This is an optimization exercise on Yosys and OpenROAD, whose aim is small area, a short achievable clock period and few clock cycles, not a production implementation.
Only simulation tests tie the RTL to the original design; equivalence was not proved.
Power is estimated from default activity; no workload was simulated.

==> design.v <==
module lorenc (
    input  wire        clk,
    input  wire        rst,
    input  wire        op_valid,
    input  wire [1:0]  op_code,
    input  wire [7:0]  op_start,
    input  wire [8:0]  op_src_len,
    output wire        busy,
    output reg         done,
    output reg  [1:0]  status,
    input  wire        en,
    input  wire        tp_present,
    input  wire        ok,
    input  wire        tx_empty,
    output reg  [7:0]  tx_data,
    output reg         tx_valid,
    output reg         tx_last,
    output wire [8:0]  src_addr,
    output reg         src_re,
    input  wire [7:0]  src_data,
    input  wire        cfg_we,
    input  wire [1:0]  cfg_idx,
    input  wire [20:0] cfg_wdata,
    input  wire [2:0]  cfg_count,
    output reg         hb_req,
    output reg         log_evt,
    output reg  [2:0]  fault,
    output wire [8:0]  total,
    input  wire [7:0]  occ_idx,
    output wire        occ_bit
);
    localparam ST_DONE = 2'd0, ST_NOTREADY = 2'd1, ST_BACKP = 2'd2, ST_FAULTED = 2'd3;
    localparam S_IDLE   = 3'd0,
               S_INIT   = 3'd1,      
               S_IFIN   = 3'd2,
               S_CHK    = 3'd3,      
               S_RUN    = 3'd4,
               S_HB     = 3'd5,
               S_SETTLE = 3'd6,
               S_FIN    = 3'd7;
    integer i;
    reg  [18:0] stg [0:3];
    reg  [18:0] cfg [0:3];
    reg  [2:0]  n_ctrl;
    reg         force_chg;
    reg  [13:0] total_r;
    wire [2:0] w_dt = cfg_wdata[20:18];
    wire [1:0] w_am = cfg_wdata[17:16];
    wire [2:0] w_et = w_dt[2] ? {1'b1, w_dt[1:0]} :
                      (w_am == 2'd1) ? 3'd1 : (w_am == 2'd2) ? 3'd2 : 3'd0;
    wire [7:0] w_n  = (w_dt == 3'd7) ? 8'd0 : cfg_wdata[7:0];
    always @(posedge clk)
        if (cfg_we && !busy)
            stg[cfg_idx] <= {w_et, cfg_wdata[15:8], w_n};
    assign total = total_r[8:0];
    reg  [7:0] hi8 [0:3];
    reg  [3:0] oval;
    integer    oc;
    lorenc_occ u_occ (
        .idx(occ_idx),
        .lo0(cfg[0][15:8]), .lo1(cfg[1][15:8]), .lo2(cfg[2][15:8]), .lo3(cfg[3][15:8]),
        .hi0(hi8[0]), .hi1(hi8[1]), .hi2(hi8[2]), .hi3(hi8[3]),
        .val(oval),
        .hit(occ_bit)
    );
    reg [3:0]  h_np1;
    reg [8:0]  h_hi;
    reg [18:0] h_w;
    always @(posedge clk)
        for (oc = 0; oc < 4; oc = oc + 1) begin
            h_w = cfg[oc];
            case (h_w[18:16])
                3'd1:    h_np1 = h_w[7:4] - {3'd0, (h_w[3:0] == 4'd0)};
                3'd2:    h_np1 = 4'd1;
                3'd4:    h_np1 = 4'd3;
                3'd5:    h_np1 = 4'd7;
                3'd6:    h_np1 = 4'd15;
                default: h_np1 = 4'd0;
            endcase
            h_hi = {1'b0, h_w[15:8]} + {5'd0, h_np1};
            oval[oc] <= (n_ctrl > oc) && (h_w[7:0] != 8'd0) && (h_w[15:8] != 8'd255);
            hi8[oc]  <= (h_hi > 9'd254) ? 8'd254 : h_hi[7:0];
        end
    reg [2:0]  st;
    reg        is_alloff;
    reg        rst_fill;
    reg [7:0]  start_r;
    reg        en_r, tp_r, ok_r, txe_r;
    reg [3:0]  cnt;
    reg [2:0]  ci;
    reg        init_f;           
    reg        i_v;              
    reg        op_exh;           
    assign busy = (st != S_IDLE);
    reg  [2:0]  cu_c;
    reg  [1:0]  cu_st;
    wire [2:0]  cu_c1 = cu_c + 3'd1;
    localparam CU_CTRL = 2'd0, CU_RDY = 2'd2;
    wire [2:0]  pl_sel = init_f ? ci : (cu_st == CU_RDY) ? cu_c1 : cu_c;
    reg  [18:0] pl_w;
    reg  [2:0]  pl_tag;
    reg         pl_tv;
    always @(posedge clk) begin
        pl_w   <= cfg[pl_sel[1:0]];
        pl_tag <= pl_sel;
        pl_tv  <= !init_f;
    end
    wire [2:0]  pl_et  = pl_w[18:16];
    wire [7:0]  pl_u   = pl_w[15:8];
    wire [7:0]  pl_n   = pl_w[7:0];
    reg  [11:0] pl_eff;
    reg  [7:0]  pl_cpp;
    reg  [4:0]  pl_np;
    reg  [7:0]  pl_lastl;
    always @* begin
        pl_lastl = pl_n;
        if (pl_n == 8'd0) begin
            pl_eff = 12'd0; pl_cpp = 8'd0; pl_np = 5'd0;
        end else case (pl_et)
            3'd4: begin pl_eff = {2'b0, pl_n, 2'b0}; pl_cpp = pl_n; pl_np = 5'd4; end
            3'd5: begin pl_eff = {1'b0, pl_n, 3'b0}; pl_cpp = pl_n; pl_np = 5'd8; end
            3'd6: begin pl_eff = {pl_n, 4'b0};       pl_cpp = pl_n; pl_np = 5'd16; end
            3'd1: begin pl_eff = {4'b0, pl_n}; pl_cpp = 8'd16;
                        pl_np = {1'b0, pl_n[7:4]} + {4'b0, (pl_n[3:0] != 4'd0)};
                        pl_lastl = (pl_n[3:0] == 4'd0) ? 8'd16 : {4'd0, pl_n[3:0]}; end
            3'd2: begin pl_eff = {4'b0, pl_n}; pl_cpp = {1'b0, pl_n[7:1]}; pl_np = 5'd2;
                        pl_lastl = {1'b0, pl_n[7:1]}; end
            default: begin pl_eff = {4'b0, pl_n}; pl_cpp = pl_n; pl_np = 5'd1; end
        endcase
    end
    wire [5:0] pl_top   = {2'b0, pl_u[3:0]} + {1'b0, pl_np};
    wire       pl_bad   = (pl_np != 5'd0) && (pl_u == 8'd0 || (pl_u[7:4] == 4'hF && pl_top[5:4] != 2'b00));
    wire       pl_empty = (pl_np == 5'd0) || (pl_cpp == 8'd0);
    wire [3:0] pl_nbc   = pl_cpp[7:4] + {3'b0, (pl_cpp[3:0] != 4'd0)};
    wire [3:0] pl_nbl   = pl_lastl[7:4] + {3'b0, (pl_lastl[3:0] != 4'd0)};
    wire [4:0] pl_tnc   = (pl_cpp[3:0] == 4'd0) ? 5'd16 : {1'b0, pl_cpp[3:0]};
    wire [4:0] pl_tnl   = (pl_lastl[3:0] == 4'd0) ? 5'd16 : {1'b0, pl_lastl[3:0]};
    reg [4:0]  cu_p, cu_np;
    reg [7:0]  cu_cpp, cu_g0, cu_base, cu_unit;
    reg [3:0]  cu_nbc, cu_nbl;
    reg [4:0]  cu_tnc, cu_tnl;
    reg [2:0]  cu_b;
    reg        cu_islast, cu_top;
    wire [7:0] cu_bbrel = cu_g0 + {1'b0, cu_b, 4'b0};
    wire [4:0] cu_bn    = cu_top ? (cu_islast ? cu_tnl : cu_tnc) : 5'd16;
    wire       cu_exh   = (cu_st == CU_CTRL) && (cu_c == n_ctrl);
    wire       cu_take;
    wire       cu_restart;
    wire [4:0] cu_p1    = cu_p + 5'd1;
    wire       cu_last1 = (cu_p1 == cu_np - 5'd1);
    wire       cu_pdone = (cu_b == 3'd0) && (cu_p1 == cu_np);
    wire       pl_cur   = pl_tv && (pl_tag == cu_c);
    wire       nx_ok    = pl_tv && (pl_tag == cu_c1) && (cu_c1 != n_ctrl) && !pl_empty;
    always @(posedge clk) begin
        if (cu_restart) begin
            cu_st   <= CU_CTRL;
            cu_c    <= 3'd0;
            cu_base <= 8'd0;
        end else if (cu_st == CU_CTRL) begin
            if (cu_c == n_ctrl) begin
                cu_c    <= 3'd0;
                cu_base <= 8'd0;
            end else if (!pl_cur) begin
            end else if (pl_empty) begin
                cu_c    <= cu_c1;
                cu_base <= cu_base + pl_eff[7:0];
            end else begin
                cu_np     <= pl_np;
                cu_cpp    <= pl_cpp;
                cu_nbc    <= pl_nbc;
                cu_nbl    <= pl_nbl;
                cu_tnc    <= pl_tnc;
                cu_tnl    <= pl_tnl;
                cu_unit   <= pl_u;
                cu_g0     <= cu_base;
                cu_base   <= cu_base + pl_eff[7:0];
                cu_p      <= 5'd0;
                cu_islast <= (pl_np == 5'd1);
                cu_b      <= ((pl_np == 5'd1) ? pl_nbl[2:0] : pl_nbc[2:0]) - 3'd1;
                cu_top    <= 1'b1;
                cu_st     <= CU_RDY;
            end
        end else if (cu_take) begin
            if (cu_b != 3'd0) begin
                cu_b   <= cu_b - 3'd1;
                cu_top <= 1'b0;
            end else if (!cu_pdone) begin
                cu_p      <= cu_p1;
                cu_unit   <= cu_unit + 8'd1;
                cu_g0     <= cu_g0 + cu_cpp;
                cu_islast <= cu_last1;
                cu_b      <= (cu_last1 ? cu_nbl[2:0] : cu_nbc[2:0]) - 3'd1;
                cu_top    <= 1'b1;
            end else if (nx_ok) begin
                cu_c      <= cu_c1;
                cu_np     <= pl_np;
                cu_cpp    <= pl_cpp;
                cu_nbc    <= pl_nbc;
                cu_nbl    <= pl_nbl;
                cu_tnc    <= pl_tnc;
                cu_tnl    <= pl_tnl;
                cu_unit   <= pl_u;
                cu_g0     <= cu_base;
                cu_base   <= cu_base + pl_eff[7:0];
                cu_p      <= 5'd0;
                cu_islast <= (pl_np == 5'd1);
                cu_b      <= ((pl_np == 5'd1) ? pl_nbl[2:0] : pl_nbc[2:0]) - 3'd1;
                cu_top    <= 1'b1;
            end else begin
                cu_c  <= cu_c1;
                cu_st <= CU_CTRL;
            end
        end
    end
    reg  [6:0]    ph;
    reg  [1023:0] ring;
    localparam TB = 3;               
    localparam TS = 1 << TB;
    localparam NT = 128 / TS;
    localparam MW = 7 - TB;
    reg  [NT-1:0] tap_wr;
    reg  [7:0]    tap_wd;
    reg  [1023:0] ring_nx;
    always @* begin
        ring_nx = {ring[7:0], ring[1023:8]};
        for (i = 0; i < NT; i = i + 1)
            if (tap_wr[(i + 1) % NT])
                ring_nx[(TS * i + TS - 1) * 8 +: 8] = tap_wd;
    end
    always @(posedge clk)
        ring <= ring_nx;
    reg        ib_act;
    reg [6:0]  ib_bb;
    reg [4:0]  ib_n, ib_cnt;
    reg [15:0] ib_iss;
    reg [2:0]  ib_bk;
    reg [7:0]  ib_unit;
    reg        ib_plast;
    wire       frame_acc = (st == S_IDLE) && op_valid && (op_code == 2'd2);
    wire       issuing = (st == S_RUN) || (st == S_CHK && !is_alloff) || frame_acc;
    reg  [6:0] ph3;             
    wire [TB-1:0] is_j0 = ph3[TB-1:0] - ib_bb[TB-1:0];
    reg  [3:0] is_j;
    reg        is_ok;
    integer    kk;
    always @* begin
        is_j  = 4'd0;
        is_ok = 1'b0;
        for (kk = 16 / TS - 1; kk >= 0; kk = kk - 1)
            if ({1'b0, is_j0} + TS * kk < ib_n && !ib_iss[is_j0 + TS * kk]) begin
                is_j  = is_j0 + TS * kk;
                is_ok = 1'b1;
            end
    end
    wire [6:0] is_g    = ib_bb + {3'b0, is_j};
    wire       is_go   = ib_act && (is_alloff || is_ok);
    wire       is_fin  = is_go && (is_alloff || (ib_cnt == ib_n - 5'd1));
    wire       e_idle_nx;
    reg  [1:0] nout;
    wire       rb_full_w, rq_full_w;
    wire [2:0] n_ahead = {1'b0, nout} + {2'b0, rb_full_w} + {2'b0, rq_full_w};
    wire       ib_load = issuing && (!op_exh || frame_acc) && (cu_st == CU_RDY) &&
                         (!ib_act || is_fin) &&
                         (n_ahead[2:1] == 2'd0 || (n_ahead == 3'd2 && !e_act));
    assign cu_take = ib_load;
    reg        abort;
    reg        s1_v, s2_v, s3_v;
    reg [3:0]  s1_j, s2_j, s3_j;
    reg [MW-1:0] s2_m, s3_m;
    wire [6:0]   ph2 = ph3 - 7'd1;
    reg        s1_f, s2_f, s3_f;    
    reg        s1_l, s2_l, s3_l;    
    reg [2:0]  s1_bk, s2_bk, s3_bk;
    reg [7:0]  s1_u, s2_u, s3_u;
    reg        s1_pl, s2_pl, s3_pl;
    reg [6:0]  src_a;
    reg [7:0]  sd_r;
    reg [7:0]  tap_old;             
    assign src_addr = {2'b0, src_a};
    always @(posedge clk) begin
        sd_r  <= src_data;
        src_a <= is_g;
        s1_j  <= is_j;
        s1_f  <= (ib_cnt == 5'd0);
        s1_l  <= is_fin;
        s1_bk <= ib_bk;
        s1_u  <= ib_unit;
        s1_pl <= ib_plast;
        s2_m  <= src_a[6:TB] - ph2[6:TB];
        s2_j <= s1_j; s2_f <= s1_f; s2_l <= s1_l;
        s2_bk <= s1_bk; s2_u <= s1_u; s2_pl <= s1_pl;
        s3_j <= s2_j; s3_m <= s2_m; s3_f <= s2_f; s3_l <= s2_l;
        s3_bk <= s2_bk; s3_u <= s2_u; s3_pl <= s2_pl;
        tap_old <= ring[{s2_m, {TB{1'b0}}, 3'b0} + 8 +: 8];
        if (is_go) begin
            ib_cnt <= ib_cnt + 5'd1;
            ib_iss[is_j] <= 1'b1;
        end
        if (ib_load) begin
            ib_bb    <= (frame_acc ? op_start[6:0] : start_r[6:0]) + cu_bbrel[6:0];
            ib_n     <= cu_bn;
            ib_cnt   <= 5'd0;
            ib_iss   <= 16'd0;
            ib_bk    <= cu_b;
            ib_unit  <= cu_unit;
            ib_plast <= (cu_b == 3'd0);
        end
    end
    always @(posedge clk) begin
        if (rst) begin
            ib_act <= 1'b0;
            nout   <= 2'd0;
            s1_v <= 1'b0; s2_v <= 1'b0; s3_v <= 1'b0;
            src_re <= 1'b0;
        end else begin
            s1_v   <= is_go && !abort;
            src_re <= is_go && !is_alloff;
            s2_v   <= s1_v && !abort;
            s3_v   <= s2_v && !abort;
            if (abort)
                nout <= 2'd0;
            else
                nout <= nout + {1'b0, ib_load} - {1'b0, s3_v && s3_l};
            if (abort)
                ib_act <= 1'b0;
            else if (ib_load)
                ib_act <= 1'b1;
            else if (is_fin)
                ib_act <= 1'b0;
        end
    end
    wire       p_off   = is_alloff;
    wire       p_ch    = (sd_r != tap_old) && !p_off;
    reg [127:0] rbV;
    reg [15:0]  rb_vm;
    reg         rb_chg, rb_full, rb_term, rb_off, rb_bchg;
    reg [2:0]   rb_bk;
    reg [7:0]   rb_unit;
    reg         pchg;
    assign rb_full_w = rb_full;
    wire [15:0] p_jbit   = 16'd1 << s3_j;
    wire        chg_nx   = (s3_f ? 1'b0 : rb_chg) | p_ch;
    wire        bank_chg = force_chg | chg_nx | p_off;
    wire        bank_trm = s3_pl && (pchg | bank_chg);
    wire        p_cmpl   = s3_v && s3_l && (bank_chg || bank_trm);
    always @* begin
        tap_wr = {NT{1'b0}};
        tap_wd = sd_r;
        if (st == S_INIT) begin
            tap_wr = {NT{1'b1}};
            tap_wd = 8'hFF;
        end else if (s3_v && !p_off && st == S_RUN) begin
            tap_wr[s3_m] = 1'b1;
        end
    end
    reg [127:0] rqV;
    reg [15:0]  rq_vm;
    reg         rq_full, rq_term, rq_off, rq_tonly;
    reg [2:0]   rq_bk;
    reg [7:0]   rq_unit;
    assign rq_full_w = rq_full;
    wire e_load  = e_idle_nx && rq_full;
    wire rq_load = rb_full && (!rq_full || e_load);
    always @(posedge clk) begin
        if (rq_load) begin
            rqV      <= rbV;
            rq_vm    <= rb_vm;
            rq_term  <= rb_term;
            rq_off   <= rb_off;
            rq_bk    <= rb_bk;
            rq_unit  <= rb_unit;
            rq_tonly <= !rb_bchg;
        end
        if (rst)
            rq_full <= 1'b0;
        else if (rq_load)
            rq_full <= 1'b1;
        else if (e_load)
            rq_full <= 1'b0;
    end
    integer sl;
    always @(posedge clk) begin
        if (s3_v) begin
            for (sl = 0; sl < 16; sl = sl + 1)
                if (s3_j == sl && !p_off)
                    rbV[8 * sl +: 8] <= sd_r;
            rb_vm  <= (s3_f ? 16'd0 : rb_vm) | p_jbit;
            rb_chg <= chg_nx;
        end
        if (s3_v && s3_l) begin
            rb_term <= bank_trm;
            rb_off  <= p_off;
            rb_bk   <= s3_bk;
            rb_unit <= s3_u;
            rb_bchg <= bank_chg;
        end
        if (rst) begin
            rb_full <= 1'b0;
            pchg    <= 1'b0;
        end else begin
            if (p_cmpl)
                rb_full <= 1'b1;
            else if (rq_load)
                rb_full <= 1'b0;
            if (st == S_IDLE)
                pchg <= 1'b0;
            else if (s3_v && s3_l)
                pchg <= s3_pl ? 1'b0 : (pchg | bank_chg);
        end
    end
    localparam E_O = 3'd0, E_Z = 3'd1, E_F = 3'd2, E_C = 3'd3, E_T = 3'd4, E_PRE = 3'd5;
    reg         e_act;
    reg [2:0]   e_ph;
    reg [2:0]   e_f;
    reg [7:0]   e_cval;
    reg [15:0]  e_pend;
    reg [127:0] eV;
    reg [15:0]  e_vm;
    reg         e_term, e_off;
    reg [2:0]   e_bk;
    reg [7:0]   e_unit;
    reg [15:0] z_v, f_v, c_v, mask_c, mask;
    always @* begin
        for (i = 0; i < 16; i = i + 1) begin
            z_v[i]    = e_vm[i] && (eV[8*i +: 8] == 8'h00);
            f_v[i]    = e_vm[i] && (eV[8*i +: 8] == 8'hFF);
            c_v[i]    = e_vm[i] && (eV[8*i +: 8] != 8'h00) && (eV[8*i +: 8] != 8'hFF);
            mask_c[i] = e_vm[i] && (eV[8*i +: 8] == e_cval);
        end
    end
    wire has0  = |z_v;
    wire hasFF = |f_v;
    wire col   = |c_v;
    wire [2:0]  first_ph = (e_off || (!hasFF && !col)) ? E_O :
                           (col && has0) ? E_Z : hasFF ? E_F : E_C;
    wire [2:0]  r_ph     = (e_ph == E_PRE) ? first_ph : e_ph;
    wire [15:0] r_pend   = (e_ph == E_PRE) ? c_v : e_pend;
    reg [3:0] pri;
    always @* begin
        pri = 4'd0;
        for (i = 15; i >= 0; i = i - 1)
            if (r_pend[i]) pri = i[3:0];
    end
    wire [7:0] r_cval = (r_ph == E_Z) ? 8'h00 : (r_ph == E_F) ? 8'hFF : eV[{pri, 3'b0} +: 8];
    wire [7:0] lsb = mask[7:0];
    wire [7:0] msb = mask[15:8];
    wire       lz  = (lsb == 8'd0);
    wire       mz  = (msb == 8'd0);
    wire       bk0 = (e_bk == 3'd0);
    wire       e_set = (e_ph == E_Z) || (e_ph == E_C);
    reg [7:0] e_byte;
    reg [2:0] e_fnx;
    reg       e_lastf;
    always @* begin
        e_byte  = 8'h00;
        e_fnx   = e_f + 3'd1;
        e_lastf = 1'b0;
        case (e_f)
            3'd0: e_byte = 8'h00;
            3'd1: begin
                e_byte = (e_ph == E_T) ? 8'h00 : e_unit;
                e_lastf = (e_ph == E_T);
            end
            3'd2: begin
                if (e_ph == E_O) begin
                    e_byte  = bk0 ? 8'h41 : 8'h51;
                    e_lastf = bk0;
                    e_fnx   = 3'd4;
                end else begin
                    e_byte = bk0 ? ((!lz && !mz) ? 8'h31 : lz ? 8'h21 : 8'h11) : 8'h51;
                    if (e_set) e_byte = e_byte | 8'h02;
                    e_fnx = e_set ? 3'd3 : !bk0 ? 3'd4 : !lz ? 3'd5 : 3'd6;
                end
            end
            3'd3: begin
                e_byte = e_cval;
                e_fnx  = !bk0 ? 3'd4 : !lz ? 3'd5 : 3'd6;
            end
            3'd4: begin
                if (e_ph == E_O) begin
                    e_byte  = {5'b11000, e_bk};
                    e_lastf = 1'b1;
                end else begin
                    e_byte = {lz, mz, 3'b000, e_bk};
                    e_fnx  = !lz ? 3'd5 : 3'd6;
                end
            end
            3'd5: begin
                e_byte  = lsb;
                e_lastf = mz;
            end
            default: begin
                e_byte  = msb;
                e_lastf = 1'b1;
            end
        endcase
    end
    wire [15:0] pend_rest = e_pend & ~mask;
    reg  [2:0]  e_next;              
    always @* begin
        case (e_ph)
            E_Z:     e_next = hasFF ? E_F : (|e_pend) ? E_C : e_term ? E_T : E_PRE;
            E_F:     e_next = (|e_pend) ? E_C : e_term ? E_T : E_PRE;
            E_C:     e_next = (|pend_rest) ? E_C : e_term ? E_T : E_PRE;
            E_O:     e_next = e_term ? E_T : E_PRE;
            default: e_next = E_PRE;
        endcase
    end
    reg        e_end_r;
    reg        e_nlast;              
    always @* begin
        case (e_ph)
            E_T:     e_nlast = (e_fnx == 3'd1);
            E_O:     e_nlast = (e_fnx == 3'd2 && bk0) || (e_fnx == 3'd4);
            E_PRE:   e_nlast = 1'b0;
            default: e_nlast = (e_fnx == 3'd5 && mz) || (e_fnx == 3'd6);
        endcase
    end
    wire e_end = e_end_r;
    assign e_idle_nx = !e_act || e_end;
    always @(posedge clk) begin
        if (rst) begin
            e_act    <= 1'b0;
            e_end_r  <= 1'b0;
            tx_valid <= 1'b0;
            tx_last  <= 1'b0;
        end else begin
            e_end_r  <= e_act && !e_lastf && !e_load && e_nlast && (e_next == E_PRE);
            tx_valid <= 1'b0;
            tx_last  <= 1'b0;
            if (e_act) begin
                tx_valid <= 1'b1;
                tx_data  <= e_byte;
                tx_last  <= (e_ph == E_T) && (e_f == 3'd1);
                if (e_f == 3'd0) begin
                    e_cval <= r_cval;
                    if (e_ph == E_PRE) begin
                        e_ph   <= first_ph;
                        e_pend <= c_v;
                    end
                end
                if (e_f == 3'd1)
                    mask <= mask_c;
                if (e_lastf) begin
                    e_f <= 3'd0;
                    if (e_ph == E_C)
                        e_pend <= pend_rest;
                    if (e_next == E_PRE)
                        e_act <= 1'b0;
                    else
                        e_ph <= e_next;
                end else begin
                    e_f <= e_fnx;
                end
            end
            if (e_load) begin
                e_act  <= 1'b1;
                eV     <= rqV;
                e_vm   <= rq_vm;
                e_term <= rq_term;
                e_off  <= rq_off;
                e_bk   <= rq_bk;
                e_unit <= rq_unit;
                e_ph   <= rq_tonly ? E_T : E_PRE;
                e_f    <= 3'd0;
            end
        end
    end
    wire [14:0] frame_end_in = {7'd0, op_start} + {1'b0, total_r};
    reg         addr_bad;
    wire        all_idle  = op_exh && !ib_act && !s1_v && !s2_v && !s3_v && !rb_full && !rq_full && !e_act;
    always @* begin
        abort = 1'b0;
        if (st == S_CHK) begin
            if (fault != 3'd0 || !(en_r && tp_r && ok_r))
                abort = 1'b1;
            else if (!is_alloff && (!txe_r || addr_bad))
                abort = 1'b1;
        end
    end
    assign cu_restart = rst || (st == S_INIT) || abort;
    always @(posedge clk) begin
        if (rst) begin
            st        <= S_INIT;
            init_f    <= 1'b1;
            rst_fill  <= 1'b1;
            i_v       <= 1'b0;
            cnt       <= 4'd0;
            ci        <= 3'd0;
            ph        <= 7'd0;
            ph3       <= 7'd3;
            n_ctrl    <= 3'd0;
            force_chg <= 1'b1;
            fault     <= 3'd0;
            total_r   <= 14'd0;
            done      <= 1'b0;
            hb_req    <= 1'b0;
            log_evt   <= 1'b0;
            op_exh    <= 1'b0;
        end else begin
            ph      <= ph + 7'd1;
            ph3     <= ph3 + 7'd1;
            done    <= 1'b0;
            hb_req  <= 1'b0;
            log_evt <= 1'b0;
            if (issuing && cu_exh)
                op_exh <= 1'b1;
            case (st)
            S_IDLE: begin
                if (op_valid) begin
                    start_r   <= op_start;
                    addr_bad  <= (frame_end_in > {6'd0, op_src_len}) || (frame_end_in > 15'd128);
                    en_r      <= en;
                    tp_r      <= tp_present;
                    ok_r      <= ok;
                    txe_r     <= tx_empty;
                    status    <= ST_DONE;
                    op_exh    <= 1'b0;
                    is_alloff <= op_code[0];
                    case (op_code)
                    2'd0: st <= S_FIN;
                    2'd1: begin
                        n_ctrl    <= cfg_count;
                        cfg[0]    <= stg[0];
                        cfg[1]    <= stg[1];
                        cfg[2]    <= stg[2];
                        cfg[3]    <= stg[3];
                        force_chg <= 1'b1;
                        fault     <= 3'd0;
                        total_r   <= 14'd0;
                        rst_fill  <= 1'b0;
                        cnt       <= 4'd0;
                        ci        <= 3'd0;
                        st        <= S_INIT;
                        init_f    <= 1'b1;
                        i_v       <= 1'b0;
                    end
                    default: st <= S_CHK;
                    endcase
                end
            end
            S_INIT: begin
                cnt  <= cnt + 4'd1;
                i_v  <= (ci != n_ctrl);
                if (ci != n_ctrl)
                    ci <= ci + 3'd1;
                if (i_v) begin
                    total_r <= total_r + {2'b0, pl_eff};
                    if (fault == 3'd0 && pl_bad)
                        fault <= 3'd3;
                end
                if (cnt == 4'd15) begin
                    st     <= rst_fill ? S_IDLE : S_IFIN;
                    init_f <= 1'b0;
                end
            end
            S_IFIN: begin
                if (fault == 3'd0 && total_r > 14'd128)
                    fault <= 3'd4;
                if (fault != 3'd0 || total_r > 14'd128)
                    status <= ST_FAULTED;
                done <= 1'b1;
                st   <= S_IDLE;
            end
            S_CHK: begin
                if (fault != 3'd0) begin
                    status <= ST_FAULTED;
                    done   <= 1'b1;
                    st     <= S_IDLE;
                end else if (!(en_r && tp_r && ok_r)) begin
                    status <= ST_NOTREADY;
                    done   <= 1'b1;
                    st     <= S_IDLE;
                end else if (!is_alloff && !txe_r) begin
                    log_evt <= 1'b1;
                    status  <= ST_BACKP;
                    st      <= S_FIN;
                end else if (!is_alloff && addr_bad) begin
                    fault  <= 3'd4;
                    status <= ST_FAULTED;
                    done   <= 1'b1;
                    st     <= S_IDLE;
                end else begin
                    st <= S_RUN;
                end
            end
            S_RUN: begin
                if (all_idle) begin
                    if (is_alloff) begin
                        st <= S_HB;
                    end else begin
                        force_chg <= 1'b0;
                        done      <= 1'b1;
                        st        <= S_IDLE;
                    end
                end
            end
            S_HB: begin
                hb_req <= 1'b1;
                cnt    <= 4'd0;
                st     <= S_SETTLE;
            end
            S_SETTLE: begin
                cnt <= cnt + 4'd1;
                if (cnt == 4'd15)
                    st <= S_FIN;
            end
            default: begin       
                done <= 1'b1;
                st   <= S_IDLE;
            end
            endcase
        end
    end
endmodule
module lorenc_occ (
    input  wire [7:0] idx,
    input  wire [7:0] lo0, lo1, lo2, lo3,
    input  wire [7:0] hi0, hi1, hi2, hi3,
    input  wire [3:0] val,
    output wire       hit
);
    function ge8;
        input [7:0] a, b;
        reg [7:0] g, e;
        reg [3:0] g1, e1;
        reg [1:0] g2, e2;
        integer k;
        begin
            g = a & ~b;
            e = a ~^ b;
            for (k = 0; k < 4; k = k + 1) begin
                g1[k] = g[2*k+1] | (e[2*k+1] & g[2*k]);
                e1[k] = e[2*k+1] & e[2*k];
            end
            for (k = 0; k < 2; k = k + 1) begin
                g2[k] = g1[2*k+1] | (e1[2*k+1] & g1[2*k]);
                e2[k] = e1[2*k+1] & e1[2*k];
            end
            ge8 = g2[1] | (e2[1] & g2[0]) | (e2[1] & e2[0]);
        end
    endfunction
    wire in0 = val[0] && ge8(idx, lo0) && ge8(hi0, idx);
    wire in1 = val[1] && ge8(idx, lo1) && ge8(hi1, idx);
    wire in2 = val[2] && ge8(idx, lo2) && ge8(hi2, idx);
    wire in3 = val[3] && ge8(idx, lo3) && ge8(hi3, idx);
    assign hit = (idx == 8'd0) | in0 | in1 | in2 | in3;
endmodule
==> run.sh <==
#!/bin/bash
# synth_recipe.tcl (not shown) runs the flow's synth.tcl, then flattens the netlist and writes it again
# the make line also repeats each setting of config.mk as NAME=value (left out here)
make -C /OpenROAD-flow-scripts/flow DESIGN_CONFIG=/design/flow/config.mk WORK_HOME=/design/flow/orfs CLKGATE_MAP_FILE= SYNTH_SCRIPT=/design/flow/synth_recipe.tcl finish
==> config.mk <==
export PLATFORM = sky130hd
export DESIGN_NAME = lorenc
export DESIGN_NICKNAME = lorenc
export VERILOG_FILES = /design/flow/design.v
export SDC_FILE = /design/flow/constraint.sdc
export NUM_CORES = 4
export LEC_CHECK = 0
export CAP_MARGIN = 20
export CORE_MARGIN = 2
export CORE_UTILIZATION = 55
export CTS_CLUSTER_DIAMETER = 100
export CTS_CLUSTER_SIZE = 20
export PLACE_DENSITY = 0.7
export SETUP_SLACK_MARGIN = 4.3
export SLEW_MARGIN = 20
export SYNTH_HIERARCHICAL = 1
==> constraint.sdc <==
create_clock -name core_clock -period 10.0 [get_ports {clk}]
set_input_delay 2.0000 -clock core_clock [delete_from_list [all_inputs] [get_ports {clk}]]
set_output_delay 2.0000 -clock core_clock [all_outputs]
set_load 0.01 [all_outputs]
==> results of run 1 <==
-- cell families after synthesis --
group | synth area share, %
buffers and inverters | 2.03
muxes | 4.58
AOI/OAI and AO/OA | 5.83
DFF | 71.2
adders and majority gates | 3.92
xor gates and xnor gates | 3.61
and+or+nand+nor | 8.85
other | 0.00552
-- power breakdown --
part           switching [µW]  internal (µW)
clock network            2510           2110
logic                     275            193
registers                48.6           8560
total                    2840          10900
-- cells in the mapped netlist (26+ instances only) --
cell type	number	area share, %
nand3_1	164	1.2
edfxtp_1	772	34
nand4_1	68	0.63
nand2_1	390	2.2
or4_1	33	0.36
a21oi_1	174	1.3
mux2i_1	131	1.9
xnor2_1	173	2.2
nor2_1	248	1.4
mux2_2	26	0.43
nor3_1	84	0.62
nand2b_1	56	0.52
mux4_2	63	2.1
nor4_1	69	0.64
o21ai_0	147	1.1
ha_1	189	3.5
and2_1	37	0.34
a21o_1	42	0.46
o22ai_1	27	0.25
o211ai_1	32	0.35
inv_1	170	0.94
xor2_1	102	1.3
clkbuf_1	131	0.72
dfxtp_1	1258	37
-- per-module statistics from Yosys (local to each module, per instance) --
module	cell area, µm²	cells	flip-flops and latches	times used
lorenc_occ	1450	195	0	1
lorenc	66500	4764	2030	1
-- flip-flops by register name, indices dropped and copies added (netlist names), 19 cells and up --
register  flops
hi8          32
stg          76
ring       1024
eV          128
rbV         128
cfg          76
rqV         128
pl_w         19
-- worst reg2reg max path, stage by stage, from the launching register on --
cell and delay (ps):
dfxtp_1 440, or4_1 650, ha_1 250, ha_1 200, xor2_1 170, o21ai_1 80, a41oi_1 360, o32ai_1 280
nor2_1 160, nor2_1 60, or3_1 410, a211oi_1 600, and2_1 910
-- layer usage --
metal,track usage (%),part of all wire (%)
met5,0,0.018
met4,7.86,3.5
met3,3.34,5.7
met2,37.3,45
met1,34.9,46
-- final cells by class --
cell class / count / share of cell area [%]
flip-flops and latches: 2030 / 65.3
multi-input cells: 2583 / 24.8
clock buffers: 160 / 4.07
well taps: 1625 / 2.75
repair buffers: 158 / 1.96
inverters: 172 / 0.872
clock inverters: 9 / 0.243
diodes: 1 / 0.00338
-- through the flow --
step	power, µW	hold WS (ps)	cell area [µm²]	instances	utilization (%)
final	13700	318	74100	6738	60.6
after global routing	14200	313	74100	6737	60.6
after CTS	13800	308	74000	6737	60.6
after detailed placement	9260	312	70800	6568	58.0
after global placement	9250	310	70800	6567	57.9
after floorplan	9090	310	68000	4960	-
-- timing repair --
item / 4_1_cts / 5_1_grt
hold buffers: 0 / 0
resized for setup: 64 / 1
endpoints found under the setup margin: 1 / 1
pin swaps: 4 / 0
endpoints found under the hold margin: 0 / 0
-- final timing paths --
check / startpoint / slack [ps] / to / cells after the start
setup / recovery: occ_idx[0] / 4330 / occ_bit / 8
hold / removal: ring[572] / 320 / ring[564] / 0
setup reg to reg: pl_w[1] / 5060 / cu_unit[6] / 12
hold reg to reg: ring[572] / 320 / ring[564] / 0
==> reports/qor.csv, run 1 <==
stage;metric;value;unit
run_status;status;complete, no violations;
finish;area grow syn2layout;8.97;%
detailed_routing;wire per inst;22.6;µm
grt;largest net degree at the start of global routing;158;
cts;CTS clock-pin slew for the worst setup and hold paths;80;ps
timing;Final Cycle Share;56.7;%
logic_synthesis;Cells after Synth;4959;
timing;final hold vios;0;
grt;overall routing resource usage;24.0;%
setup_path;delay-heaviest family, CP;compound AO/OA/AOI/OAI gates;
place;routability cong.;0.960;
detailed_routing;vias per cell;5.60;
setup_path;worst stage delay on the critical path;290;ps
cts;Post-CTS Setup Inserts;0;
floorplan;Die Ht;356;µm
setup_path;cell breakdown of the critical path;buf_4 > ha_1 > o211ai_1 > a211oi_2 > a2111oi_2 > o221ai_1 > a221o_1 > buf_2;
run;maxcap violations;0;
setup_path;Critical Path Start Type;input pin;
setup_path;WP data arrival;3670;ps
logic_synthesis;Netlist cell types;88;
logic_synthesis;Syn Area/Cell;13.7;µm²
finish;Final #Nets;5331;
detailed_routing;Routed Antenna Nets;0;
place;placed wire-length estimate;106000;µm
logic_synthesis;async set-or-reset flop fraction in the synthesized netlist;0;%
cts;worst-case clock buffer depth;3;
power;Max IR drop VDD;161;µV
setup_path;WS Path Type;input pin to primary output;
finish;Filler cells;9329;
floorplan;Core ar.;122000;µm²
timing;worst setup margin;4330;ps
logic_synthesis;EDFF count, synth;772;
grt;GRT overflow;0;
finish;multi-input logic area;18400;µm²
setup_path;Buf/Inv on CP;2;
setup_path;WP data required;8000;ps
place;# port buffers;105;
detailed_routing;Iter 0 DRT Violations;3527;
logic_synthesis;Mapped Area;68000;µm²
logic_synthesis;sequential-to-total area share from yosys stat;71.2;%
setup_path;Critical-path top delay cell;ha_1;
floorplan;die width;356;µm
detailed_routing;Post-Route WL;152000;µm
setup_path;Worst Setup End Kind;primary output;
finish;layout cells sized above 1;6.53;%
logic_synthesis;warnings from Yosys;12;
detailed_routing;DRT Pass-1 Iters;8;
finish;FF+latch area;48400;µm²
floorplan;row count;128;
finish;commonest non-fill, non-tap cell in the layout;dfxtp_1;
power;Leakage;0.0273;µW
detailed_routing;vias;37741;
timing;Achievable Freq;176;MHz
timing;skew final;37.5;ps
timing;RSZ-0062 raised after global routing;yes;
grt;vias in the first global route;36657;
floorplan;die area;126000;µm²
place;pre-CTS setup slack;3190;ps
timing;min Tclk post-route;5670;ps
timing;setup_tns;0;ps
grt;first-pass GRT wire length;228000;µm
timing;relative slew slack;26.1;%
cts;TritonCTS Sinks;2030;
cts;total CTS buffers;113;
setup_path;Crit Path Max Fanout;6;
timing;Final Setup Violations;0;
grt;initial antenna violation count;4;
power;Power Dens Cells;185;nW/µm²
logic_synthesis;number of synthesized register bits;2030;
cts;H-tree levels;3;
timing;fin. max-slew vios;0;
detailed_routing;final routed DRC violation total;0;
timing;Worst-Margin Slew;1110;ps
cts;insertion delay to the later sink of the worst-skew pair;730;ps
cts;CTS Root Cell;clkbuf_16;
floorplan;I/O pins;108;
hold_path;Hold WC Path Type;register to register;
finish;most frequent cells in the layout;dfxtp_1, edfxtp_1, nand2_1;
floorplan;initial core utilization;55.6;%
cts;CTS tree;done;
logic_synthesis;Primary FF master, synth;dfxtp_1;
Testbench counts, summed over its fixed seeds: cycles 58,479.
==> inputs of run 2 (changes only) <==
--- a/config.mk
+++ b/config.mk
@@ -9,7 +9,7 @@
 export CORE_MARGIN = 2
-export CORE_UTILIZATION = 55
+export CORE_UTILIZATION = 45
 export CTS_CLUSTER_DIAMETER = 100
 export CTS_CLUSTER_SIZE = 20
-export PLACE_DENSITY = 0.7
-export SETUP_SLACK_MARGIN = 4.3
+export PLACE_DENSITY = 0.6
+export SETUP_SLACK_MARGIN = 4.7
 export SLEW_MARGIN = 20
==> reports/qor.csv, run 2 <==
stage;metric;value;unit
run_status;status;complete, no violations;
detailed_routing;Post-Route WL;159000;µm
finish;most frequent cells in the layout;dfxtp_1, edfxtp_1, nand2_1;
grt;largest net degree at the start of global routing;158;
floorplan;initial core utilization;45.3;%
timing;min Tclk post-route;5570;ps
logic_synthesis;number of synthesized register bits;2030;
finish;commonest non-fill, non-tap cell in the layout;dfxtp_1;
floorplan;I/O pins;108;
finish;fin util;49.9;%
timing;final hold vios;0;
timing;hold slack final;294;ps
setup_path;Worst Setup End Kind;primary output;
setup_path;delay-heaviest family, CP;compound AO/OA/AOI/OAI gates;
cts;total CTS buffers;112;
power;Power Dens Cells;183;nW/µm²
timing;Final Setup Violations;0;
floorplan;die width;393;µm
logic_synthesis;top-count cell post-synth;dfxtp_1;
detailed_routing;DRT Pass-1 Iters;6;
floorplan;row count;142;
setup_path;Critical-path top delay cell;a221o_1;
timing;setup_tns;0;ps
timing;skew final;68.8;ps
power;Max IR drop VDD;145;µV
floorplan;Core ar.;150000;µm²
logic_synthesis;Yosys top cell area share;37.1;%
cts;CTS Root Cell;clkbuf_16;
timing;relative slew slack;20.9;%
cts;insertion delay to the later sink of the worst-skew pair;770;ps
setup_path;worst stage delay on the critical path;360;ps
finish;Filler cells;12886;
timing;Achievable Freq;180;MHz
hold_path;Hold Crit Start;ring[26];
logic_synthesis;cell taking the most area after synthesis;dfxtp_1;
setup_path;cell breakdown of the critical path;buf_12 > clkinvlp_4 > ha_4 > nor3_2 > o21bai_1 > a21oi_2 > o31ai_4 > a221o_1 > buf_2;
cts;worst-case clock buffer depth;3;
detailed_routing;final routed DRC violation total;0;
cts;hold buffers post-CTS;0;
logic_synthesis;Mapped Area;68000;µm²
finish;area grow syn2layout;10.1;%
power;Leakage;0.0274;µW
run;maxcap violations;0;
place;# port buffers;105;
place;routability cong.;0.954;
setup_path;WP data arrival;3570;ps
logic_synthesis;Post-synth top cells;dfxtp_1, edfxtp_1, nand2_1;
logic_synthesis;Cells after Synth;4959;
grt;overall routing resource usage;20.6;%
setup_path;WS Path Type;input pin to primary output;
finish;Post-Layout Inst Area;74900;µm²
setup_path;Critical Path Start Type;input pin;
grt;initial antenna violation count;8;
setup_path;Crit Path Max Fanout;5;
setup_path;CP startpoint;occ_idx[0];
finish;Final #Nets;5333;
logic_synthesis;warnings from Yosys;12;
setup_path;WP data required;8000;ps
timing;Worst-Margin Slew;1190;ps
detailed_routing;Routed Antenna Nets;0;
timing;fin. max-slew vios;0;
setup_path;origin of the critical flop-to-flop path;e_ph[1];
setup_path;Buf/Inv on CP;3;
detailed_routing;vias;37508;
cts;H-tree levels;3;
floorplan;die area;154000;µm²
timing;RSZ-0062 raised after global routing;yes;
logic_synthesis;Netlist cell types;88;
cts;CTS tree;done;
logic_synthesis;Syn Area/Cell;13.7;µm²
detailed_routing;wire per inst;22.3;µm
logic_synthesis;Primary FF master, synth;dfxtp_1;
grt;vias in the first global route;36756;
logic_synthesis;top cells by area, synth;dfxtp_1, edfxtp_1, ha_1, xnor2_1, nand2_1;
place;DP Area;71300;µm²
cts;TritonCTS Sinks;2030;
place;placed wire-length estimate;111000;µm
finish;max FFs per register;1024;
hold_path;Hold WC Path Type;register to register;
grt;first-pass GRT wire length;238000;µm
logic_synthesis;EDFF count, synth;772;
floorplan;Die Ht;393;µm
detailed_routing;Iter 0 DRT Violations;3363;
logic_synthesis;async set-or-reset flop fraction in the synthesized netlist;0;%
finish;layout cells sized above 1;7.17;%
detailed_routing;vias per cell;5.26;
cts;CTS clock-pin slew for the worst setup and hold paths;80;ps
logic_synthesis;sequential-to-total area share from yosys stat;71.2;%
timing;Final Cycle Share;55.7;%
grt;GRT overflow;0;
finish;Biggest register;ring;
==> run 2: changes by cell type in the layout (fill, tap and decap cells not counted), sizes merged <==
cell      delta
clkbuf       +1
buf          +3
clkinvlp     +2
inv          -2
diode        +2
clkinv       -1
==> run 2: what timing repair did <==
action	in CTS	in global routing
pin swaps	9	21
endpoints found under the setup margin	1	22
buffers inserted	2	1
gates resized for setup	82	36
==> run 2: cells by family (layout without fill, tap and decap cells) <==
kind of cell    Yosys count  count (layout)  synth area share, %
mux                     228             228                 4.58
simple gates           1250            1250                 8.85
xor+xnor                277             277                 3.61
buf+inv                 347             502                 2.03
compound gates          622             622                 5.83
flops                  2030            2030                 71.2
fa+ha+maj               204             204                 3.92
other cells               1               5              0.00552
==> run 2: worst paths after layout <==
path,end,slack (ps),depth (start not counted)
setup / recovery,occ_bit,4430,9
hold / removal,ring[18],290,0
setup reg to reg,e_cval[3],5190,11
hold reg to reg,ring[18],290,0
==> run 2: area by class of cell <==
cell class	instances	area [µm²]	share of cell area, %
flip-flops and latches	2030	48400	64.6
multi-input cells	2583	18600	24.8
clock buffers	161	3030	4.05
well taps	2016	2520	3.37
repair buffers	161	1530	2.04
inverters	172	653	0.873
clock inverters	8	146	0.196
diodes	3	7.51	0.0100
==> run 2: where the power goes <==
| part | total (µW) | internal [µW] | switching [µW] |
|---|---|---|---|
| logic | 483 | 198 | 285 |
| clock network | 4650 | 2110 | 2530 |
| registers | 8600 | 8560 | 49.5 |
==> run 2: layer usage <==
metal / wire length [µm] / vias up / GRT usage (%)
li1: - / 17796 / -
met1: 75800 / 18621 / 30.1
met2: 72600 / 885 / 32.5
met3: 6840 / 204 / 2.38
met4: 3930 / 2 / 5.81
met5: 13 / - / 0
==> run 2: metrics by stage <==
step	cells	setup WS [ps]	total power [µW]
6_report	7134	4430	13700
5_1_grt	7132	4380	14200
4_1_cts	7128	4350	13900
3_5_place_dp	6957	3220	9270
3_3_place_gp	6957	3220	9270
2_1_floorplan	4960	4710	9090
==> run 2: Yosys stat by module, one instance, submodules excluded <==
module | times used | cells | cell area, µm² | flip-flops and latches
lorenc | 1 | 4764 | 66500 | 2030
lorenc_occ | 1 | 195 | 1450 | 0
==> inputs of run 3 (changes only) <==
--- a/design.v
+++ b/design.v
@@ -234,3 +234,3 @@
     reg [4:0]  ib_n, ib_cnt;
-    reg [15:0] ib_iss;
+    reg [3:0]  ib_t;            
     reg [2:0]  ib_bk;
@@ -242,14 +242,4 @@
     wire [TB-1:0] is_j0 = ph3[TB-1:0] - ib_bb[TB-1:0];
-    reg  [3:0] is_j;
-    reg        is_ok;
-    integer    kk;
-    always @* begin
-        is_j  = 4'd0;
-        is_ok = 1'b0;
-        for (kk = 16 / TS - 1; kk >= 0; kk = kk - 1)
-            if ({1'b0, is_j0} + TS * kk < ib_n && !ib_iss[is_j0 + TS * kk]) begin
-                is_j  = is_j0 + TS * kk;
-                is_ok = 1'b1;
-            end
-    end
+    wire [3:0] is_j  = {ib_t[3], is_j0};
+    wire       is_ok = ({1'b0, is_j} < ib_n);
     wire [6:0] is_g    = ib_bb + {3'b0, is_j};
@@ -294,5 +284,6 @@
         tap_old <= ring[{s2_m, {TB{1'b0}}, 3'b0} + 8 +: 8];
+        if (!ib_t[3])
+            ib_t <= ib_t + 4'd1;
         if (is_go) begin
             ib_cnt <= ib_cnt + 5'd1;
-            ib_iss[is_j] <= 1'b1;
         end
@@ -302,3 +293,3 @@
             ib_cnt   <= 5'd0;
-            ib_iss   <= 16'd0;
+            ib_t     <= 4'd0;
             ib_bk    <= cu_b;
@@ -334,3 +325,3 @@
     reg [127:0] rbV;
-    reg [15:0]  rb_vm;
+    reg [4:0]   rb_n;            
     reg         rb_chg, rb_full, rb_term, rb_off, rb_bchg;
@@ -340,3 +331,2 @@
     assign rb_full_w = rb_full;
-    wire [15:0] p_jbit   = 16'd1 << s3_j;
     wire        chg_nx   = (s3_f ? 1'b0 : rb_chg) | p_ch;
@@ -356,3 +346,3 @@
     reg [127:0] rqV;
-    reg [15:0]  rq_vm;
+    reg [4:0]   rq_n;
     reg         rq_full, rq_term, rq_off, rq_tonly;
@@ -366,3 +356,3 @@
             rqV      <= rbV;
-            rq_vm    <= rb_vm;
+            rq_n     <= rb_n;
             rq_term  <= rb_term;
@@ -386,3 +376,3 @@
                     rbV[8 * sl +: 8] <= sd_r;
-            rb_vm  <= (s3_f ? 16'd0 : rb_vm) | p_jbit;
+            rb_n   <= (s3_f ? 5'd0 : rb_n) + 5'd1;
             rb_chg <= chg_nx;
@@ -417,3 +407,4 @@
     reg [127:0] eV;
-    reg [15:0]  e_vm;
+    reg [4:0]   e_n;
+    wire [15:0] e_vm = ~(16'hFFFF << e_n);
     reg         e_term, e_off;
@@ -530,5 +521,5 @@
             tx_last  <= 1'b0;
+            tx_data  <= e_byte;
             if (e_act) begin
                 tx_valid <= 1'b1;
-                tx_data  <= e_byte;
                 tx_last  <= (e_ph == E_T) && (e_f == 3'd1);
@@ -558,3 +549,3 @@
                 eV     <= rqV;
-                e_vm   <= rq_vm;
+                e_n    <= rq_n;
                 e_term <= rq_term;
--- a/config.mk
+++ b/config.mk
@@ -9,6 +9,6 @@
 export CORE_MARGIN = 2
-export CORE_UTILIZATION = 45
-export CTS_CLUSTER_DIAMETER = 100
-export CTS_CLUSTER_SIZE = 20
-export PLACE_DENSITY = 0.6
+export CORE_UTILIZATION = 55
+export CTS_CLUSTER_DIAMETER = 60
+export CTS_CLUSTER_SIZE = 28
+export PLACE_DENSITY = 0.7
 export SETUP_SLACK_MARGIN = 4.7
==> reports/qor.csv, run 3 <==
stage;metric;value;unit
setup_path;WP data required;8000;ps
detailed_routing;DRT Pass-1 Iters;5;
finish;layout cells sized above 1;9.10;%
timing;final hold vios;0;
grt;overall routing resource usage;22.9;%
logic_synthesis;EDFF count, synth;739;
setup_path;Critical Path Start Type;input pin;
detailed_routing;final routed DRC violation total;0;
hold_path;Cells on Worst Hold Path;0;
place;pre-CTS setup slack;3190;ps
power;Final Total Pwr;14100;µW
timing;setup_tns;0;ps
logic_synthesis;Primary FF master, synth;dfxtp_1;
finish;Post-Layout Inst Area;73600;µm²
finish;commonest non-fill, non-tap cell in the layout;dfxtp_1;
setup_path;WP data arrival;3700;ps
floorplan;die width;351;µm
logic_synthesis;Post-synth top cells;dfxtp_1, edfxtp_1, nand2_1;
hold_path;Hold WC Path Type;register to register;
timing;Final Setup Violations;0;
logic_synthesis;sequential-to-total area share from yosys stat;71.1;%
detailed_routing;vias;35688;
timing;worst setup margin;4300;ps
finish;post-route insts no fill;6516;
grt;vias in the first global route;34949;
floorplan;row count;127;
setup_path;Crit Path Max Fanout;6;
cts;TritonCTS Sinks;1985;
cts;H-tree levels;3;
setup_path;origin of the critical flop-to-flop path;ph3[0];
place;placed wire-length estimate;97300;µm
timing;Worst-Margin Slew;1040;ps
power;Max IR drop VDD;207;µV
cts;worst-case clock buffer depth;3;
power;clock power share;36.4;%
cts;total CTS buffers;112;
floorplan;Die Ht;351;µm
logic_synthesis;Netlist cell types;90;
finish;area grow syn2layout;10.9;%
detailed_routing;Iter 0 DRT Violations;3445;
floorplan;Core ar.;120000;µm²
grt;first-pass GRT wire length;214000;µm
timing;min Tclk post-route;5700;ps
logic_synthesis;Syn Area/Cell;14.1;µm²
power;Int Pwr;10900;µW
setup_path;Worst Setup End Kind;primary output;
grt;largest net degree at the start of global routing;86;
timing;Final Cycle Share;57.0;%
detailed_routing;Routed Antenna Nets;0;
timing;fin. max-slew vios;0;
cts;CTS Root Cell;clkbuf_16;
setup_path;reg2reg path depth;16;
power;sequential share of power;59.6;%
power;Logic pwr share;4.0;%
logic_synthesis;top cells by area, synth;dfxtp_1, edfxtp_1, mux2i_1, ha_1, xnor2_1;
logic_synthesis;warnings from Yosys;12;
floorplan;I/O pins;108;
finish;most frequent cells in the layout;dfxtp_1, edfxtp_1, nand2_1;
finish;max FFs per register;1024;
run_status;status;complete, no violations;
power;Leakage;0.0269;µW
cts;insertion delay to the later sink of the worst-skew pair;740;ps
cts;hold buffers post-CTS;0;
power;Net Sw Frac;22.8;%
place;# port buffers;105;
detailed_routing;Post-Route WL;141000;µm
cts;CTS tree;done;
setup_path;reg2reg setup slack;5210;ps
setup_path;WS Path Type;input pin to primary output;
timing;Achievable Freq;175;MHz
grt;GRT overflow;0;
place;dpl cells;6310;
logic_synthesis;async set-or-reset flop fraction in the synthesized netlist;0;%
floorplan;initial core utilization;55.3;%
hold_path;Hold Crit Start;ring[623];
logic_synthesis;Cells after Synth;4695;
logic_synthesis;Mapped Area;66300;µm²
finish;Final #Nets;5088;
timing;skew final;29.2;ps
logic_synthesis;top-count cell post-synth;dfxtp_1;
power;Switch Pwr;3230;µW
place;routability cong.;0.932;
floorplan;die area;123000;µm²
detailed_routing;vias per cell;5.48;
finish;Biggest register;ring;
logic_synthesis;cell taking the most area after synthesis;dfxtp_1;
logic_synthesis;number of synthesized register bits;1985;
power;Power Dens Cells;192;nW/µm²
logic_synthesis;Yosys top cell area share;37.6;%
place;DP Area;69300;µm²
setup_path;worst flop-to-flop path endpoint;cu_unit[2];
cts;CTS clock-pin slew for the worst setup and hold paths;100;ps
run;maxcap violations;0;
grt;initial antenna violation count;6;
timing;RSZ-0062 raised after global routing;yes;
detailed_routing;wire per inst;21.6;µm
hold_path;WHS Endpoint;ring[615];
timing;relative slew slack;30.6;%
finish;Filler cells;9015;
==> run 3: changes by cell type after synthesis, sizes merged, moves of 21 or more <==
| cell | previous run | this run |
|---|---|---|
| o21ai | 163 | 76 |
| nor4 | 69 | 46 |
| mux2i | 131 | 237 |
| a21oi | 174 | 137 |
| nand2b | 56 | 35 |
| nand3 | 165 | 59 |
| edfxtp | 772 | 739 |
| o31ai | 12 | 38 |
| nand2 | 391 | 325 |
==> run 3: worst max-delay path by stage <==
stage | startpoint | to | slack (ps) | cells past startpoint
after detailed placement | occ_idx[2] | occ_bit | 3190 | 8
after global routing | occ_idx[5] | occ_bit | 4200 | 9
after global placement | occ_idx[2] | occ_bit | 3160 | 8
final | occ_idx[1] | occ_bit | 4300 | 9
after CTS | occ_idx[2] | occ_bit | 4210 | 8
after floorplan | occ_idx[2] | occ_bit | 4710 | 6
==> run 3: layout make-up <==
class	instances	area [µm²]	area share (%)
clock buffer	129	2920	3.97
sequential	1985	47100	64.1
multi-input combinational	2388	18300	24.9
clock inverter	68	1000	1.36
tap	1612	2020	2.74
antenna	4	10.0	0.0136
inverter	159	608	0.827
timing repair buffer	171	1590	2.16
==> run 3: per-module statistics from Yosys, one instance, submodules excluded <==
module      flip-flops and latches  cell area, µm²  cells inside
lorenc                        1985           64900          4500
lorenc_occ                       0            1450           195
==> run 3: timing repair <==
item,4_1_cts,5_1_grt
pin swaps,8,14
endpoints found under the setup margin,1,1
gates resized for setup,73,28
setup buffers,2,1
==> run 3: logic make-up after synthesis <==
logic type | share of synthesized area [%]
xor+xnor | 3.75
other cells | 0.00566
mux | 6.23
fa+ha+maj | 3.98
buf+inv | 1.96
simple gates | 7.43
compound gates | 5.56
flops | 71.1
==> run 3: worst max-delay path, cell delays in order <==
cell	delay (ps)
buf_6	110
inv_1	110
ha_1	310
o21ai_0	200
o21bai_1	110
a21oi_2	160
o21ai_1	90
a221o_1	430
buf_2	170
==> run 3: routing by layer <==
layer | up-vias | GRT usage (%) | part of all wire (%)
met2 | 1032 | 36.0 | 45
met4 | 2 | 6.34 | 2.5
met3 | 203 | 3.08 | 5.6
li1 | 16996 | - | -
met5 | - | 0 | 0.014
met1 | 17455 | 33.7 | 47
==> run 3: stage by stage <==
stage	hold slack, ps	util (%)
2_1_floorplan	310	-
3_3_place_gp	310	57.8
3_5_place_dp	312	57.8
4_1_cts	312	61.2
5_1_grt	317	61.4
6_report	312	61.4
==> run 3: power groups by stage <==
stage | clock network (µW) | logic, µW | registers [µW]
3_3_place_gp | 0 | 535 | 8620
2_1_floorplan | 0 | 367 | 8590
5_1_grt | 5540 | 615 | 8450
4_1_cts | 5260 | 553 | 8440
3_5_place_dp | 0 | 545 | 8620
6_report | 5150 | 560 | 8440
Testbench counts of run 3, summed over its fixed seeds: cycles 58,479.
==> inputs of run 4 (changes only) <==
--- a/config.mk
+++ b/config.mk
@@ -10,4 +10,4 @@
 export CORE_UTILIZATION = 55
-export CTS_CLUSTER_DIAMETER = 60
-export CTS_CLUSTER_SIZE = 28
+export CTS_CLUSTER_DIAMETER = 100
+export CTS_CLUSTER_SIZE = 20
 export PLACE_DENSITY = 0.7
==> reports/qor.csv, run 4 <==
stage;metric;value;unit
timing;skew final;52.0;ps
logic_synthesis;Primary FF master, synth;dfxtp_1;
finish;Biggest register;ring;
detailed_routing;Post-Route WL;141000;µm
timing;relative slew slack;29.4;%
power;clock power share;33.6;%
floorplan;die area;123000;µm²
power;Switch Pwr;2860;µW
logic_synthesis;Yosys top cell area share;37.6;%
timing;min Tclk post-route;5690;ps
grt;vias in the first global route;34912;
detailed_routing;Iter 0 DRT Violations;3490;
setup_path;Crit Path Max Fanout;6;
cts;H-tree levels;3;
logic_synthesis;async set-or-reset flop fraction in the synthesized netlist;0;%
logic_synthesis;EDFF count, synth;739;
cts;CTS Root Cell;clkbuf_16;
floorplan;Core ar.;120000;µm²
logic_synthesis;Mapped Area;66300;µm²
setup_path;reg2reg path depth;15;
detailed_routing;DRT Pass-1 Iters;6;
floorplan;row count;127;
timing;RSZ-0062 raised after global routing;yes;
setup_path;Critical Path Start Type;input pin;
setup_path;WP data required;8000;ps
floorplan;initial core utilization;55.3;%
detailed_routing;wire per inst;21.7;µm
grt;GRT overflow;0;
run_status;status;complete, no violations;
detailed_routing;vias per cell;5.50;
run;maxcap violations;0;
place;# port buffers;105;
power;Net Sw Frac;21.1;%
cts;insertion delay to the later sink of the worst-skew pair;740;ps
floorplan;I/O pins;108;
timing;Final Cycle Share;56.9;%
grt;initial antenna violation count;8;
hold_path;Hold WC Path Type;register to register;
grt;overall routing resource usage;22.9;%
grt;first-pass GRT wire length;214000;µm
cts;hold buffers post-CTS;0;
timing;fin. max-slew vios;0;
finish;max FFs per register;1024;
floorplan;die width;351;µm
finish;multi-input logic area;18300;µm²
timing;Achievable Freq;176;MHz
detailed_routing;vias;35732;
timing;final hold vios;0;
logic_synthesis;Netlist cell types;90;
timing;Worst-Margin Slew;1050;ps
finish;layout cells sized above 1;7.96;%
logic_synthesis;top cells by area, synth;dfxtp_1, edfxtp_1, mux2i_1, ha_1, xnor2_1;
logic_synthesis;number of synthesized register bits;1985;
setup_path;crit path capture;occ_bit;
power;Int Pwr;10700;µW
power;Power Dens Cells;186;nW/µm²
setup_path;origin of the critical flop-to-flop path;ib_bb[0];
detailed_routing;final routed DRC violation total;0;
logic_synthesis;sequential-to-total area share from yosys stat;71.1;%
setup_path;worst flop-to-flop path endpoint;cu_unit[7];
finish;Final #Nets;5086;
logic_synthesis;Syn Area/Cell;14.1;µm²
cts;CTS clock-pin slew for the worst setup and hold paths;80;ps
power;Logic pwr share;4.1;%
setup_path;Worst Setup End Kind;primary output;
finish;most frequent cells in the layout;dfxtp_1, edfxtp_1, nand2_1;
setup_path;reg2reg setup slack;5230;ps
finish;area grow syn2layout;9.86;%
cts;CTS tree;done;
place;placed wire-length estimate;97300;µm
power;sequential share of power;62.3;%
floorplan;Die Ht;351;µm
finish;commonest non-fill, non-tap cell in the layout;dfxtp_1;
logic_synthesis;top-count cell post-synth;dfxtp_1;
logic_synthesis;Cells after Synth;4695;
timing;setup_tns;0;ps
power;Leakage;0.0266;µW
setup_path;WS Path Type;input pin to primary output;
detailed_routing;Routed Antenna Nets;0;
setup_path;WP data arrival;3690;ps
power;Final Total Pwr;13500;µW
grt;largest net degree at the start of global routing;86;
timing;Final Setup Violations;0;
setup_path;CP startpoint;occ_idx[7];
cts;TritonCTS Sinks;1985;
cts;worst-case clock buffer depth;3;
power;Max IR drop VDD;139;µV
place;routability cong.;0.932;
logic_synthesis;warnings from Yosys;12;
cts;total CTS buffers;110;
finish;FF+latch area;47100;µm²
finish;Filler cells;9093;
logic_synthesis;cell taking the most area after synthesis;dfxtp_1;
logic_synthesis;Post-synth top cells;dfxtp_1, edfxtp_1, nand2_1;
-- run 4: layout make-up --
cell class	instances	area share [%]
sequential	1985	64.7
multi-input combinational	2388	25.1
tap	1612	2.77
inverter	159	0.835
clock buffer	160	4.08
clock inverter	12	0.306
timing repair buffer	171	2.18
antenna	6	0.0206
-- run 4: per-module statistics from Yosys (local to each module, per instance) --
module | copies in the design | cells inside
lorenc | 1 | 4500
lorenc_occ | 1 | 195
-- run 4: metal layers --
layer | GRT usage (%) | part of all wire, %
met5 | 0 | 0.024
met4 | 6.64 | 2.5
met3 | 3.14 | 5.8
met2 | 36.0 | 45
met1 | 33.5 | 46
-- run 4: stage by stage --
step	hold WS (ps)	std cells	cell area [µm²]	setup WS (ps)	utilization (%)
final	303	6493	72800	4310	60.8
after global routing	319	6488	72800	4200	60.8
after CTS	307	6484	72600	4210	60.6
after detailed placement	312	6310	69300	3190	57.8
after global placement	310	6310	69300	3160	57.8
after floorplan	310	4696	66300	4710	-
-- run 4: what timing repair did --
item                                   CTS  global route
endpoints found under the hold margin    0             0
cloned                                   0             0
buffers inserted                         2             1
pin swaps                                8            14
resized for setup                       73            28
setup endpoints to repair                1             1
-- run 4: cell families (layout without fill, tap and decap cells) --
kind of cell,Yosys count,in the layout,synth area share (%)
xor+xnor,282,282,3.75
fa+ha+maj,202,202,3.98
buf+inv,323,502,1.96
simple gates,1026,1026,7.43
compound gates,542,542,5.56
flops,1985,1985,71.1
other cells,1,8,0.00566
mux,334,334,6.23
-- run 4: worst min-delay path by stage --
stage	endpoint	start	slack [ps]	cells after the start
after floorplan	ring[1000]	ring[1008]	310	0
after global placement	ring[239]	ring[247]	310	0
after detailed placement	ring[94]	ring[102]	310	0
after CTS	ring[904]	ring[912]	310	0
after global routing	ring[224]	ring[232]	320	0
final	ring[904]	ring[912]	300	0
-- run 4: power groups by stage --
stage / Sequential [µW] / Combinational [µW] / Clock [µW]
final: 8440 / 556 / 4560
after global placement: 8620 / 535 / 0
after floorplan: 8590 / 367 / 0
after detailed placement: 8620 / 545 / 0
after CTS: 8440 / 551 / 4670
after global routing: 8440 / 614 / 4950
-- run 4: worst max-delay path, cell delays in order --
cell and delay (ps):
buf_4 150, inv_2 90, ha_1 330, nand2_1 80, nor2_1 40, a211oi_1 260
o21ai_1 120, a221o_1 430, buf_2 170
==> inputs of run 5 (changes only) <==
--- a/design.v
+++ b/design.v
@@ -56,3 +56,2 @@
     reg  [7:0] hi8 [0:3];
-    reg  [3:0] oval;
     integer    oc;
@@ -62,3 +61,2 @@
         .hi0(hi8[0]), .hi1(hi8[1]), .hi2(hi8[2]), .hi3(hi8[3]),
-        .val(oval),
         .hit(occ_bit)
@@ -80,4 +78,6 @@
             h_hi = {1'b0, h_w[15:8]} + {5'd0, h_np1};
-            oval[oc] <= (n_ctrl > oc) && (h_w[7:0] != 8'd0) && (h_w[15:8] != 8'd255);
-            hi8[oc]  <= (h_hi > 9'd254) ? 8'd254 : h_hi[7:0];
+            if (n_ctrl <= oc || h_w[7:0] == 8'd0)
+                hi8[oc] <= 8'd0;
+            else
+                hi8[oc] <= (h_hi > 9'd254) ? 8'd254 : h_hi[7:0];
         end
@@ -710,3 +710,2 @@
     input  wire [7:0] hi0, hi1, hi2, hi3,
-    input  wire [3:0] val,
     output wire       hit
@@ -733,6 +732,6 @@
     endfunction
-    wire in0 = val[0] && ge8(idx, lo0) && ge8(hi0, idx);
-    wire in1 = val[1] && ge8(idx, lo1) && ge8(hi1, idx);
-    wire in2 = val[2] && ge8(idx, lo2) && ge8(hi2, idx);
-    wire in3 = val[3] && ge8(idx, lo3) && ge8(hi3, idx);
+    wire in0 = ge8(idx, lo0) && ge8(hi0, idx);
+    wire in1 = ge8(idx, lo1) && ge8(hi1, idx);
+    wire in2 = ge8(idx, lo2) && ge8(hi2, idx);
+    wire in3 = ge8(idx, lo3) && ge8(hi3, idx);
     assign hit = (idx == 8'd0) | in0 | in1 | in2 | in3;
--- a/config.mk
+++ b/config.mk
@@ -13,3 +13,3 @@
 export PLACE_DENSITY = 0.7
-export SETUP_SLACK_MARGIN = 4.7
+export SETUP_SLACK_MARGIN = 5.0
 export SLEW_MARGIN = 20
==> reports/qor.csv, run 5 <==
stage;metric;value;unit
logic_synthesis;Cells after Synth;4736;
setup_path;Worst Setup End Kind;primary output;
grt;largest net degree at the start of global routing;87;
logic_synthesis;number of synthesized register bits;1981;
setup_path;WP data required;8000;ps
cts;CTS Root Cell;clkbuf_16;
logic_synthesis;largest family of logic cells by synthesized area;simple AND/OR/NAND/NOR gates;
timing;relative slew slack;29.7;%
cts;total CTS buffers;111;
detailed_routing;Routed Antenna Nets;0;
logic_synthesis;post-synthesis compound-gate area fraction;5.58;%
finish;FF+latch area;47100;µm²
grt;overall routing resource usage;23.3;%
detailed_routing;wire per inst;22.0;µm
logic_synthesis;Primary FF master, synth;dfxtp_1;
floorplan;I/O pins;108;
finish;Biggest register;ring;
timing;skew final;61.5;ps
detailed_routing;vias;35787;
logic_synthesis;simple-gate area share of the yosys netlist;7.68;%
place;# port buffers;105;
cts;worst-case clock buffer depth;3;
logic_synthesis;cell taking the most area after synthesis;dfxtp_1;
logic_synthesis;Netlist cell types;95;
logic_synthesis;warnings from Yosys;12;
logic_synthesis;async set-or-reset flop fraction in the synthesized netlist;0;%
floorplan;die width;351;µm
finish;max FFs per register;1024;
finish;Final #Nets;5117;
grt;first-pass GRT wire length;217000;µm
finish;layout cells sized above 1;7.01;%
place;routability cong.;0.930;
setup_path;Critical Path Start Type;input pin;
grt;GRT overflow;0;
place;pre-CTS setup slack;3180;ps
detailed_routing;vias per cell;5.49;
setup_path;Crit Path Max Fanout;6;
floorplan;Core ar.;120000;µm²
timing;setup_tns;0;ps
logic_synthesis;Post-synth top cells;dfxtp_1, edfxtp_1, nand2_1;
cts;H-tree levels;3;
logic_synthesis;Yosys top cell area share;37.4;%
logic_synthesis;sequential-to-total area share from yosys stat;70.9;%
power;Leakage;0.0265;µW
run_status;status;complete, no violations;
floorplan;initial core utilization;55.4;%
timing;Achievable Freq;178;MHz
setup_path;CP startpoint;occ_idx[0];
logic_synthesis;EDFF count, synth;739;
finish;area grow syn2layout;9.20;%
timing;RSZ-0062 raised after global routing;yes;
detailed_routing;DRT Pass-1 Iters;8;
logic_synthesis;top-count cell post-synth;dfxtp_1;
finish;most frequent cells in the layout;dfxtp_1, edfxtp_1, nand2_1;
detailed_routing;final routed DRC violation total;0;
timing;Final Setup Violations;0;
timing;final hold vios;0;
timing;fin. max-slew vios;0;
power;Power Dens Cells;187;nW/µm²
cts;TritonCTS Sinks;1981;
run;maxcap violations;0;
cts;CTS clock-pin slew for the worst setup and hold paths;80;ps
grt;initial antenna violation count;10;
timing;Final Cycle Share;56.2;%
setup_path;WP data arrival;3620;ps
power;Max IR drop VDD;164;µV
setup_path;WS Path Type;input pin to primary output;
timing;worst setup margin;4380;ps
floorplan;row count;127;
detailed_routing;Post-Route WL;144000;µm
hold_path;Hold WC Path Type;register to register;
## run 5: final cells by class
type	count	area share (%)
inverters	161	0.839
well taps	1612	2.78
diodes	5	0.0173
flip-flops and latches	1981	64.9
clock buffers	158	4.10
multi-input cells	2426	25.0
clock inverters	14	0.269
repair buffers	165	2.09
## run 5: layer usage
metal	vias to the layer above	wire length (µm)	GRT usage, %
li1	17047	-	-
met1	17551	66200	33.8
met2	945	65500	36.7
met3	240	8070	3.60
met4	4	3850	6.57
met5	-	31	0
## run 5: worst max path at each step
stage | depth (start not counted) | end | slack, ps
6_report | 8 | occ_bit | 4380
5_1_grt | 8 | occ_bit | 4310
4_1_cts | 8 | occ_bit | 4310
3_5_place_dp | 8 | occ_bit | 3180
3_3_place_gp | 9 | occ_bit | 3210
2_1_floorplan | 6 | occ_bit | 4780
## run 5: repair_timing
item | 4_1_cts | 5_1_grt
setup buffers | 0 | 7
hold buffers | 0 | 0
pin swaps | 5 | 4
endpoints found under the setup margin | 1 | 65
resized for setup | 62 | 14
## run 5: report_power, final
group,internal [µW],total [µW],switching (µW)
Sequential,8360,8430,70.3
Clock,2090,4550,2460
Combinational,233,559,325
Total,10700,13500,2860
## run 5: stage by stage
step	area, µm²	total power (µW)	instances	util (%)	hold slack, ps
finish	72500	13500	6522	60.5	310
floorplan	66500	8960	4737	-	310
CTS	72300	13700	6509	60.4	304
detailed placement	69100	9170	6337	57.7	312
global route	72500	14000	6521	60.5	312
global placement	69100	9170	6337	57.7	310
## run 5: cell families after synthesis
kind of cell / count (synthesis)
other: 1
AO/OA/AOI/OAI: 577
AND/OR/NAND/NOR: 1039
XOR/XNOR: 278
multiplexers: 328
buffers and inverters: 330
flip-flops: 1981
adder cells (fa/ha/maj): 202
## run 5: critical path, cell delays in order
cell	delay [ps]
buf_4	160
ha_4	240
o211ai_1	180
a211oi_2	120
a2111oi_4	310
o21ai_1	130
or3_4	340
buf_6	130
## run 5: per-module statistics from Yosys (local to each module, per instance)
module      area, µm²  cells inside  copies in the design
lorenc          65000          4538                     1
lorenc_occ       1430           198                     1
Testbench counts of run 5, summed over its fixed seeds: cycles 58,479.

Setup slack of run 5, layout unchanged: 4.377 ns with ideal ports, 4.349 ns with driving cells assumed (clock clkbuf_16, inputs buf_2), 4.349 ns with port delays also shifted by the 0.767 ns mid clock arrival.
